What follows belongs to an exercise in optimizing a design on an open flow for small area, a short achievable clock period and few clock cycles per item; a production flow would make more cautious choices.
RTL that was checked went through simulation tests only; none was proved equivalent to the original.
Power is estimated from default activity; no workload was simulated.

Design stereo_biquad, start of the top module:
module stereo_biquad (
    input  wire        clk,
    input  wire        rst,           
    input  wire        cfg_we,
    input  wire [2:0]  cfg_addr,
    input  wire [31:0] cfg_wdata,
    input  wire        in_valid,
    output reg         in_ready,
    input  wire [31:0] in_l,
    input  wire [31:0] in_r,
    output reg         out_valid,
    output wire [31:0] out_l,
    output wire [31:0] out_r
);
    localparam [31:0] B0_RST = 32'h3EF65ADD;
    localparam [31:0] B1_RST = 32'h3F765ADD;
    localparam [31:0] B2_RST = 32'h3EF65ADD;
    localparam [31:0] A1_RST = 32'h3F2C0CB9;
    localparam [31:0] A2_RST = 32'h3E815203;
    reg        rst_q;
    reg [5:0]  cwe;         
    reg [31:0] cwd;
    always @(posedge clk) begin
        rst_q  <= rst;
        cwe[0] <= cfg_we && (cfg_addr == 3'd0);
        cwe[1] <= cfg_we && (cfg_addr == 3'd1);
        cwe[2] <= cfg_we && (cfg_addr == 3'd2);
        cwe[3] <= cfg_we && (cfg_addr == 3'd3);
        cwe[4] <= cfg_we && (cfg_addr == 3'd4);
        cwe[5] <= cfg_we && (cfg_addr == 3'd5);
  ...
For scale: roughly 1000 flip-flops, about 170 I/O pins, roughly 64000 um2 of cells after synthesis.
clock: 19.0 ns
lec_check: 0
cap_margin: 20
core_margin: 2
core_utilization: 60
cts_buf_list: sky130_fd_sc_hd__clkbuf_16
cts_cluster_diameter: 100
cts_cluster_size: 22
slew_margin: 20
standard.sh (not shown) runs the stock make flow with config.mk's settings and CLKGATE_MAP_FILE= SYNTH_SCRIPT=/design/flow/synth_recipe.tcl, a recipe that flattens the netlist after the stock synthesis.
==> flow/flow/run.sh <==
#!/bin/bash
# Standard ORFS layout; repair_timing aims for extra setup slack so the
# design runs faster than the fixed clock constraint requires.
set -euo pipefail
bash standard.sh SETUP_SLACK_MARGIN=14 SLEW_MARGIN=60 CAP_MARGIN=60 finish > orfs_make.log 2>&1
The starting point completed without violations.
Testbench counts at the start, summed over its fixed seeds: cycles 42,992, items 4,096.
Rerun with:
Settings changed: CORE_UTILIZATION 60 to 72, CTS_BUF_LIST sky130_fd_sc_hd__clkbuf_16 to not set, CTS_CLUSTER_DIAMETER 100 to not set, CTS_CLUSTER_SIZE 22 to not set.
The new run passed the timing, DRC and antenna checks.
Final cell count drops by 1.6%.
Die area goes down by 16%.
Utilization rose by 16 points.
Wire length rises by 6.0%.
Power is higher by 20%.
Clock skew drops by 0.0039 ns.
Non-clock buffer count goes down by 7.
Hold slack gets worse by 0.0044 ns.
Fmax fell by 1.4%.
Rerun with:
Settings changed: CORE_UTILIZATION 72 to 60.
The new run completed without violations.
Synthesized area does not change.
Die area goes up by 20%.
Cell area is about the same.
Final cell count increases by about 3%.
Critical path depth came out lower by 21.
Count of clock-buffer cells in the layout goes up by 15.
Wire length shrinks by about 5%.
Sequential share of layout area barely changes.
Hold slack is worse by 0.0083 ns.
Setup slack improved by 0.085 ns.

========
Another version of the RTL of stereo_biquad (not shown whole).
For scale: roughly 7400 cells after synthesis, ~990 flip-flops, about 170 I/O pins, ~0.065 mm² of cells after synthesis.
export LEC_CHECK = 0
export CAP_MARGIN = 85
export CORE_MARGIN = 2
export CORE_UTILIZATION = 40
export SLEW_MARGIN = 85
create_clock -name core_clock -period 19.0 [get_ports {clk}]
run.sh (not shown) runs the stock make flow with config.mk's settings and CLKGATE_MAP_FILE= SYNTH_SCRIPT=/design/flow/synth_recipe.tcl, a recipe that flattens the netlist after the stock synthesis.
Stock flow here: none of the scripts above is used.
The first run ran to the end with no violations.
Testbench counts at the start, summed over its fixed seeds: cycles 42,992, items 4,096.
Edit:
Settings changed: CAP_MARGIN 85 to 20, SLEW_MARGIN 85 to 20.
Outcome: The new run ran to the end with no violations; register-to-register slack gets better by 3.9 ns; clock power grows by about 5%; die area does not change; global-route usage shrinks by 1.7 points; maximum frequency grows by about 54%; setup slack gets better by 3.9 ns.
Edit:
Settings changed: CAP_MARGIN 20 to 60, SLEW_MARGIN 20 to 60.
- The new run completed with no timing, DRC or antenna violations
- non-clock buffer count climbs by 27
- power climbs slightly
- setup slack gets better by 0.42 ns
- via count climbs slightly
- global-route usage barely changes
- routed wire length climbs slightly
- die area is unchanged
Edit:
==> flow/flow/run.sh (new file) <==
#!/bin/bash
# Standard ORFS layout; repair_timing aims for extra setup slack so the
# design runs faster than the fixed clock constraint requires.
set -euo pipefail
bash standard.sh SETUP_SLACK_MARGIN=14 SLEW_MARGIN=60 CAP_MARGIN=60 finish > orfs_make.log 2>&1
==> flow/standard.sh (new file) <==
#!/bin/bash
# synth_recipe.tcl (not shown) runs the flow's synth.tcl, then flattens the netlist and writes it again
# the make line also repeats each setting of config.mk as NAME=value (left out here)
make -C /OpenROAD-flow-scripts/flow DESIGN_CONFIG=/design/flow/config.mk WORK_HOME=/design/flow/orfs CLKGATE_MAP_FILE= SYNTH_SCRIPT=/design/flow/synth_recipe.tcl "${@:-finish}"
Settings changed: CAP_MARGIN 60 to 20, SLEW_MARGIN 60 to 20.
removed: flow/run.sh
Outcome: Non-clock buffer count goes up by 222; clock-buffer cell count climbs by 15; worst hold slack is worse by 0.013 ns; core utilization rises by 2.3 points.
Edit:
==> flow/flow/run.sh (replaced) <==
#!/bin/bash
# Standard ORFS layout; repair_timing aims for extra setup slack so the
# design runs faster than the fixed clock constraint requires.
set -euo pipefail
bash standard.sh SETUP_SLACK_MARGIN=12.5 SLEW_MARGIN=60 CAP_MARGIN=60 finish > orfs_make.log 2>&1
After rerunning: Power is lower slightly; wire length goes down by a few percent; hold slack gains 0.0095 ns; area after synthesis does not change; setup slack degrades by 1.0 ns.

========
## R
Another version of the RTL of stereo_biquad (not shown whole).
For scale: roughly 7500 cells after synthesis, about 960 flip-flops, about 170 I/O pins, ~64000 um2 of cells after synthesis.
export LEC_CHECK = 0
export CAP_MARGIN = 20
export CORE_MARGIN = 2
export CORE_UTILIZATION = 60
export SLEW_MARGIN = 20
create_clock -name core_clock -period 19.0 [get_ports {clk}]
standard.sh (not shown) runs the stock make flow with config.mk's settings and CLKGATE_MAP_FILE= SYNTH_SCRIPT=/design/flow/synth_recipe.tcl, a recipe that flattens the netlist after the stock synthesis.
==> flow/flow/run.sh <==
#!/bin/bash
# Standard ORFS layout; repair_timing aims for extra setup slack so the
# design runs faster than the fixed clock constraint requires.
set -euo pipefail
bash standard.sh SETUP_SLACK_MARGIN=13.7 SLEW_MARGIN=60 CAP_MARGIN=60 finish > orfs_make.log 2>&1
R: PASS, flow complete, no timing, DRC or antenna violations
### R -> T
Settings: changing CORE_UTILIZATION from 60 to 40.
--- a/flow/flow/run.sh
+++ b/flow/flow/run.sh
@@ -4,2 +4,2 @@
 set -euo pipefail
-bash standard.sh SETUP_SLACK_MARGIN=13.7 SLEW_MARGIN=60 CAP_MARGIN=60 finish > orfs_make.log 2>&1
+bash standard.sh SETUP_SLACK_MARGIN=14 SLEW_MARGIN=60 CAP_MARGIN=60 finish > orfs_make.log 2>&1
[summary]
For T, the worst setup path startpoint was y1l[12], unlike R, where it was y1l[13].
Going from R to T, number of DRC violations after detailed-routing iteration 0 down 870, post-detailed-routing wire length higher.
No stage failed in T, and the final checks on the layout all came back clean.
Diff T and R: final critical-path share of the clock period lower in T
Relative to R, post-CTS setup buffer count has increased by about 300% in T.
In T relative to R, design area had gone up by a few percent.
Clock input transition at the sequential cells of the worst setup and hold paths across T and R: no real change.
On detailed-route via count, T and R are basically level.
Function was not checked in any run of this note: the RTL went through the layout flow alone.

========
the reference run:
stereo_biquad with an RTL version that a note above also has.
For scale: about 1000 flip-flops, roughly 0.064 sq mm of cells after synthesis.
export LEC_CHECK = 0
export CAP_MARGIN = 20
export CORE_MARGIN = 2
export CORE_UTILIZATION = 60
export SLEW_MARGIN = 20
create_clock -name core_clock -period 19.0 [get_ports {clk}]
==> flow/flow/run.sh <==
#!/bin/bash
# Standard ORFS layout; repair_timing aims for extra setup slack so the
# design runs faster than the fixed clock constraint requires.
set -euo pipefail
bash standard.sh SETUP_SLACK_MARGIN=14 SLEW_MARGIN=20 CAP_MARGIN=20 finish > orfs_make.log 2>&1
The reference run ran to completion and came out clean on the timing, DRC and antenna checks.
Testbench counts of the reference run, summed over its fixed seeds: cycles 42,992, items 4,096.
### the reference run -> the trial run
-- flow/flow/run.sh --
<<< the reference run, line 5
bash standard.sh SETUP_SLACK_MARGIN=14 SLEW_MARGIN=20 CAP_MARGIN=20 finish > orfs_make.log 2>&1
>>> the trial run, line 5
bash standard.sh SETUP_SLACK_MARGIN=14 SLEW_MARGIN=60 CAP_MARGIN=60 finish > orfs_make.log 2>&1
-- flow/config.mk --
<<< the reference run, line 11
>>> the trial run, line 11
export CTS_BUF_LIST = sky130_fd_sc_hd__clkbuf_16
export CTS_CLUSTER_DIAMETER = 120
export CTS_CLUSTER_SIZE = 28
Results
- Across both runs, final area was lower for the trial run than for the reference run.
- Re met2 wire length: the reference run and the trial run aren't equal, and the lower value belongs to the trial run.
- Summary of the trial run over the reference run: wire length of the first global-routing pass saw a decrease, count of plain and timing-repair buffers in the layout increased 26.

========
Another version of the RTL of stereo_biquad (not shown whole).
Size: ~990 flip-flops, roughly 64000 sq um of cells after synthesis.
// stereo_biquad
module stereo_biquad (
    input  wire        clk,
    input  wire        rst,           
    input  wire        cfg_we,
    input  wire [2:0]  cfg_addr,
    input  wire [31:0] cfg_wdata,
    input  wire        in_valid,
    output reg         in_ready,
    input  wire [31:0] in_l,
    input  wire [31:0] in_r,
    output reg         out_valid,
    output wire [31:0] out_l,
    output wire [31:0] out_r
);
==> flow/config.mk <==
export PLATFORM = sky130hd
export DESIGN_NAME = stereo_biquad
export DESIGN_NICKNAME = stereo_biquad
export VERILOG_FILES = /design/flow/design.v
export SDC_FILE = /design/flow/constraint.sdc
export NUM_CORES = 4
export LEC_CHECK = 0
export CAP_MARGIN = 20
export CORE_MARGIN = 2
export CORE_UTILIZATION = 60
export SLEW_MARGIN = 20
==> flow/constraint.sdc <==
create_clock -name core_clock -period 19.0 [get_ports {clk}]
set_input_delay 3.8000 -clock core_clock [delete_from_list [all_inputs] [get_ports {clk}]]
set_output_delay 3.8000 -clock core_clock [all_outputs]
set_load 0.01 [all_outputs]
==> flow/flow/run.sh <==
#!/bin/bash
# Standard ORFS layout; repair_timing aims for extra setup slack so the
# design runs faster than the fixed clock constraint requires.
set -euo pipefail
bash standard.sh SETUP_SLACK_MARGIN=14 SLEW_MARGIN=60 CAP_MARGIN=60 finish > orfs_make.log 2>&1
Change:
--- a/flow/config.mk
+++ b/flow/config.mk
@@ -10 +10 @@
-export CORE_UTILIZATION = 60
+export CORE_UTILIZATION = 40
Critical path depth stays the same.
Total power rose by 0.82%.
Utilization fell by 23 points.
No functional check of the RTL was part of any run of this note.

-- re-timing with driven ports --
How much do the figures lean on ideal ports? The routed layouts below were timed once more, with nothing changed but the port constraints. Step 1 assumes that a clkbuf_16 drives the clock port and a buf_2 every other input. Step 2, shift: input delay + t, output delay - t, t = (earliest + latest rising clock arrival at the registers) / 2. This alone moves slack from input paths to output paths. Slacks: no drivers / after step 1 / after step 2; pairs: no drivers / after step 1.
run	shift t [ns]	slack for setup (ns)	hold slack, ns	latest minus earliest clock arrival (ns)	slew at the worst register clock pin (ns)
the first run of note 1	0.781	13.928 / 13.851 / 14.074	0.330 / 0.330 / 0.330	0.048 / 0.048	0.09 / 0.09
the second run of note 1	0.782	13.854 / 13.854 / 13.854	0.325 / 0.325 / 0.325	0.055 / 0.056	0.07 / 0.07
the third run of note 1	0.778	13.939 / 13.861 / 14.091	0.317 / 0.317 / 0.317	0.082 / 0.083	0.08 / 0.08
the first run of note 2	0.796	7.811 / 7.811 / 7.811	0.315 / 0.315 / 0.315	0.072 / 0.072	0.08 / 0.08
the second run of note 2	0.811	11.733 / 11.733 / 11.733	0.310 / 0.310 / 0.310	0.091 / 0.092	0.08 / 0.08
the third run of note 2	0.818	12.150 / 12.150 / 12.150	0.321 / 0.321 / 0.321	0.089 / 0.089	0.07 / 0.07
the fourth run of note 2	0.800	13.829 / 13.820 / 13.361	0.308 / 0.308 / 0.308	0.085 / 0.086	0.07 / 0.07
the fifth run of note 2	0.814	12.788 / 12.788 / 12.788	0.318 / 0.318 / 0.318	0.088 / 0.089	0.07 / 0.07
R	0.767	13.711 / 13.632 / 13.198	0.320 / 0.320 / 0.320	0.031 / 0.032	0.07 / 0.07
T	0.788	13.923 / 13.846 / 13.331	0.327 / 0.327 / 0.327	0.082 / 0.082	0.08 / 0.08
the reference run	0.777	13.925 / 13.845 / 14.036	0.315 / 0.315 / 0.315	0.092 / 0.092	0.07 / 0.07
the trial run	0.766	13.931 / 13.853 / 14.086	0.322 / 0.322 / 0.322	0.040 / 0.040	0.12 / 0.12
the first run of note 5	0.788	13.950 / 13.871 / 13.438	0.304 / 0.304 / 0.304	0.042 / 0.042	0.07 / 0.07
the second run of note 5	0.796	13.932 / 13.851 / 13.357	0.328 / 0.328 / 0.328	0.103 / 0.103	0.08 / 0.08
After both steps every run listed still meets setup and hold. The setup slack of T, which loses most, moves by -0.077 ns with the drivers and by -0.592 ns with both steps.
